Background: an optimization exercise with open tools, aiming at small area, a short achievable clock period and few clock cycles per item. Do not read the settings as production practice. The RTL was checked by simulation tests, not by an equivalence proof against the original design. Power is estimated from default activity; no workload was simulated.

==> 03-09: inputs <==
// ffc_core
module ffc_core (
    input  wire        clk,
    input  wire        rst_n,
    output wire        init_done,
    input  wire        cmd_valid,
    output wire        cmd_ready,
    input  wire [7:0]  cmd_op,
    input  wire [95:0] cmd_a,
    output wire        rsp_valid,
    input  wire        rsp_ready,
    output wire [95:0] rsp_data,
    output wire [7:0]  rsp_status
);
clock: 13.0 ns
lec_check: 0
cap_margin: 40
core_margin: 2
core_utilization: 40
setup_slack_margin: 5
slew_margin: 40
synth_memory_max_bits: 16384
tns_end_percent: 0
run.sh (not shown) runs the stock make flow with config.mk's settings and CLKGATE_MAP_FILE= SYNTH_SCRIPT=/design/flow/synth_recipe.tcl, a recipe that flattens the netlist after the stock synthesis.
==> inputs of 02-16, as changes to 03-09 <==
--- a/flow/design.v
+++ b/flow/design.v
@@ -48,20 +48,14 @@
                         c_eooc = (|cmd_a[95:45]) || (cmd_a[44:0] > XMAX64); end
             default: begin c_wide = 1'b0; c_eooc = |cmd_a[95:64]; end
         endcase
     end
     wire       c_top  = (c_cls == 3'd4) && (|cmd_a[95:92]);    
     wire       c_adj  = |(cmd_a[95:1] & cmd_a[94:0]);
-    wire       c_hi0  = ~|cmd_a[91:LOWP];            
-    wire       c_zero = c_hi0 && ~|cmd_a[LOWP-1:0];
-    wire [64:0] c_inc = cmd_a[64:0] + 65'd1;          
-    wire       c_esm  = ((~|cmd_a[95:8]) && (cmd_a[7:0] < 8'd232));                       
-    wire       can_direct;
-    wire       c_eok  = c_enc && !c_eooc;
-    wire       c_dok  = c_dec && !c_wide && !c_top && !c_zero;
-    wire       c_long = !c_ill && ((c_eok && !(c_esm && can_direct)) || (c_dok && !(c_hi0 && can_direct)));
+    wire       c_zero = ~|cmd_a[91:0];
+    wire       c_long = !c_ill && ((c_enc && !c_eooc) || (c_dec && !c_wide && !c_top && !c_zero));
     wire [3:0] c_sh   = c_ill ? 4'b1000 :
                         (c_enc || c_dec || c_wide) ? 4'b0010 :
                         (c_adj ? 4'b0100 : 4'b0001);
     wire [LOWW-1:0] dlow = (cmd_a[0] ? 10'd1 : 10'd0) + (cmd_a[1] ? 10'd2 : 10'd0) + (cmd_a[2] ? 10'd3 : 10'd0) + (cmd_a[3] ? 10'd5 : 10'd0) + (cmd_a[4] ? 10'd8 : 10'd0) + (cmd_a[5] ? 10'd13 : 10'd0) + (cmd_a[6] ? 10'd21 : 10'd0) + (cmd_a[7] ? 10'd34 : 10'd0) + (cmd_a[8] ? 10'd55 : 10'd0) + (cmd_a[9] ? 10'd89 : 10'd0) + (cmd_a[10] ? 10'd144 : 10'd0) - 10'd1;
     wire [91:LOWP] above;     
     wire [40:0] cb0 = {cw[91], cw[88], cw[87], cw[84], cw[83], cw[80], cw[79], cw[76], cw[75], cw[72], cw[71], cw[68], cw[67], cw[64], cw[63], cw[60], cw[59], cw[56], cw[55], cw[52], cw[51], cw[48], cw[47], cw[44], cw[43], cw[40], cw[39], cw[36], cw[35], cw[32], cw[31], cw[28], cw[27], cw[24], cw[23], cw[20], cw[19], cw[16], cw[15], cw[12], cw[11]};
@@ -778,15 +772,14 @@
     assign thu[90] = hor63 | (racc[62:57] >= 6'd53);
     assign thu[91] = hor64 | (racc[63:58] >= 6'd43);
     wire           amb  = |(eest & ~thu);         
     wire [91:LOWP] esel = (tst && !tst_ge) ? (thr[92:LOWP+1] & ~thr[93:LOWP+2]) : eest;
     wire           rsmall = ((~|racc[64:8]) && (racc[7:0] < 8'd233));               
     reg  [LOWP-1:0] ztab;                         
-    wire [7:0] zin = is_enc ? racc[7:0] : c_inc[7:0];    
     always @(*) begin
-        case (zin)
+        case (racc[7:0])
             8'd0: ztab = 11'd0;
             8'd1: ztab = 11'd1;
             8'd2: ztab = 11'd2;
             8'd3: ztab = 11'd4;
             8'd4: ztab = 11'd5;
             8'd5: ztab = 11'd8;
@@ -1164,17 +1157,14 @@
                        ((est == E_IDLE) || (eng_fin_ok && sq_n == 2'd0 && !out_valid));
     wire acc_cmd  = cmd_valid && cmd_ready;
     wire sq_out   = (sq_n != 2'd0) && out_free;             
     wire fin_dec  = is_dec && dlast && sq_n == 2'd0 && out_free;
     wire fin_enc  = is_enc && rsmall && sq_n == 2'd0 && out_free;
     wire step_dec = is_dec && !fin_dec && (!dlast);
-    assign can_direct = (est == E_IDLE) && sq_n == 2'd0 && out_free;
-    wire direct   = acc_cmd && !c_long && can_direct;
+    wire direct   = acc_cmd && !c_long && (est == E_IDLE) && sq_n == 2'd0 && out_free;
     wire sq_in    = acc_cmd && !c_long && !direct;
-    wire d_enc    = !c_ill && c_eok;                  
-    wire d_dec    = !c_ill && c_dok;                  
     wire out_wr   = sq_out || fin_dec || fin_enc || direct;
     wire eng_done = fin_dec || fin_enc;
     assign init_done  = running;
     assign rsp_valid  = out_valid;
     assign rsp_data   = {4'd0, out_data};
     reg ovf;
@@ -1208,13 +1198,13 @@
             sq_n <= sq_n + {1'b0, sq_in} - {1'b0, sq_out};
         end
     end
     always @(posedge clk) begin
         if (acc_cmd && c_long) begin
             cw     <= c_enc ? {(92-LOWP){1'b0}} : cmd_a[91:LOWP];
-            acc    <= c_enc ? ~c_inc : {{(65-LOWW){dlow[LOWW-1]}}, dlow};
+            acc    <= c_enc ? ~(cmd_a[64:0] + 65'd1) : {{(65-LOWW){dlow[LOWW-1]}}, dlow};
             tst    <= 1'b0;
             adj_r  <= c_adj;
             cls_r  <= c_cls;
         end else if (step_dec || fin_dec) begin
             cw  <= cw ^ sel;
             acc <= sum;
@@ -1239,27 +1229,22 @@
         if (out_wr) begin
             if (sq_out) begin
                 out_data <= {91'd0, sq0[0]};
                 out_st   <= sq0[3:1];
                 out_dchk <= 1'b0;
             end else if (direct) begin
-                if (d_enc)
-                    out_data <= {{(92-LOWP){1'b0}}, ztab};
-                else if (d_dec)
-                    out_data <= {{(92-LOWW){1'b0}}, dlow};
-                else
-                    out_data <= {91'd0, c_sh[0]};
-                out_st   <= d_enc ? 3'b000 : d_dec ? {1'b0, c_adj, 1'b0} : c_sh[3:1];
-                out_dchk <= d_dec;
+                out_data <= {91'd0, c_sh[0]};
+                out_st   <= c_sh[3:1];
+                out_dchk <= 1'b0;
             end else if (fin_dec) begin
                 out_data <= {27'd0, sum};
                 out_st   <= {1'b0, adj_r, 1'b0};
                 out_dchk <= 1'b1;
             end else begin
                 out_data <= {cw, ztab};
                 out_st   <= 3'b000;
                 out_dchk <= 1'b0;
             end
-            out_cls <= direct ? c_cls : cls_r;
+            out_cls <= cls_r;
         end
     end
 endmodule
TNS_END_PERCENT = unset   (was 0)
==> results.py <==
metrics = {
    "finish": {
        "clkbuf_count": 46,
        "syn_to_final_growth_pct": 15.70,
        "mostFrequentLayoutCells": "nand2_1, nor2_1, o21ai_0",
        "drive_gt1_share_pct": 8.899,
    },
    "die": {
        "core_area_sq_um": 80160,
        "dieArea_sq_um": 82840,
    },
    "routing": {
        "vias": 37975,
        "drt_iter0_drc": 6293,
    },
    "grt": {
        "grt_max_degree": 152,
        "grt-busiest-layer": "met1",
        "use_met2_pct": 61.23,
    },
    "run_status": {
        "status": "complete, no violations",
    },
    "synth": {
        "postSynthCellCount": 4358,
        "synth.area.mux_share_pct": 2.392,
    },
    "pwr": {
        "powerComb_mw": 1.19,
    },
    "sta": {
        "skew_ns": 0.02399,
    },
}
The numbers above come from 02-16.

==> results.py <==
metrics = {
    "run_status": {
        "status": "complete, no violations",
    },
    "die": {
        "core_area_sq_um": 80550,
    },
    "grt": {
        "use_met2_pct": 65.22,
        "grt_max_degree": 137,
        "grt_pass1_vias": 34665,
        "grt-busiest-layer": "met2",
    },
    "finish": {
        "mostFrequentLayoutCells": "nand2_1, nor2_1, a21oi_1",
        "clkbuf_count": 37,
        "syn_to_final_growth_pct": 15.92,
        "n_fill_cell": 8175,
        "drive_gt1_share_pct": 10.33,
    },
    "sta": {
        "skew_ns": 0.05244,
    },
    "placement": {
        "routabilityCongestion": 1.094,
    },
    "routing": {
        "drt_iter0_drc": 6779,
        "vias": 39231,
    },
    "synth": {
        "synth.area.mux_share_pct": 2.589,
        "synthTopCellsByArea": "edfxtp_1, nand2_1, a21oi_1",
        "postSynthCellCount": 4315,
        "synth_edf_count": 258,
    },
    "pwr": {
        "powerComb_mw": 1.31,
    },
}
The numbers above come from 03-09.

Testbench counts of 03-09, summed over its fixed seeds: cycles 19,665, items 4,800.
Testbench counts of 02-16, summed over its fixed seeds: cycles 19,902, items 4,800.

re-timing with driven ports:
Ports are ideal in the flow. The routed layouts listed here were re-timed in OpenROAD.
Step 1 sets driving cells, clkbuf_16 on the clock port and buf_2 on the other inputs (assumed; they add their load-dependent delay and slew).
Step 2 also shifts input and output timing later by t, the mid clock arrival at the registers, as if the neighbouring blocks saw the same clock.
Three values: ideal, step 1, step 2; two values: the first two.
run	t (ns)	setup WS [ns]	hold WS [ns]	worst data-port slew with drivers (ns)
03-09	0.668	4.688 / 4.688 / 4.272	0.543 / 0.543 / 0.543	0.06
02-16	0.619	5.082 / 5.082 / 4.736	0.423 / 0.423 / 0.423	0.07
After both steps setup and hold are still met in every run listed. For 03-09, which loses most, drivers alone change the setup slack by 0.000 ns; drivers and shift together by -0.416 ns.
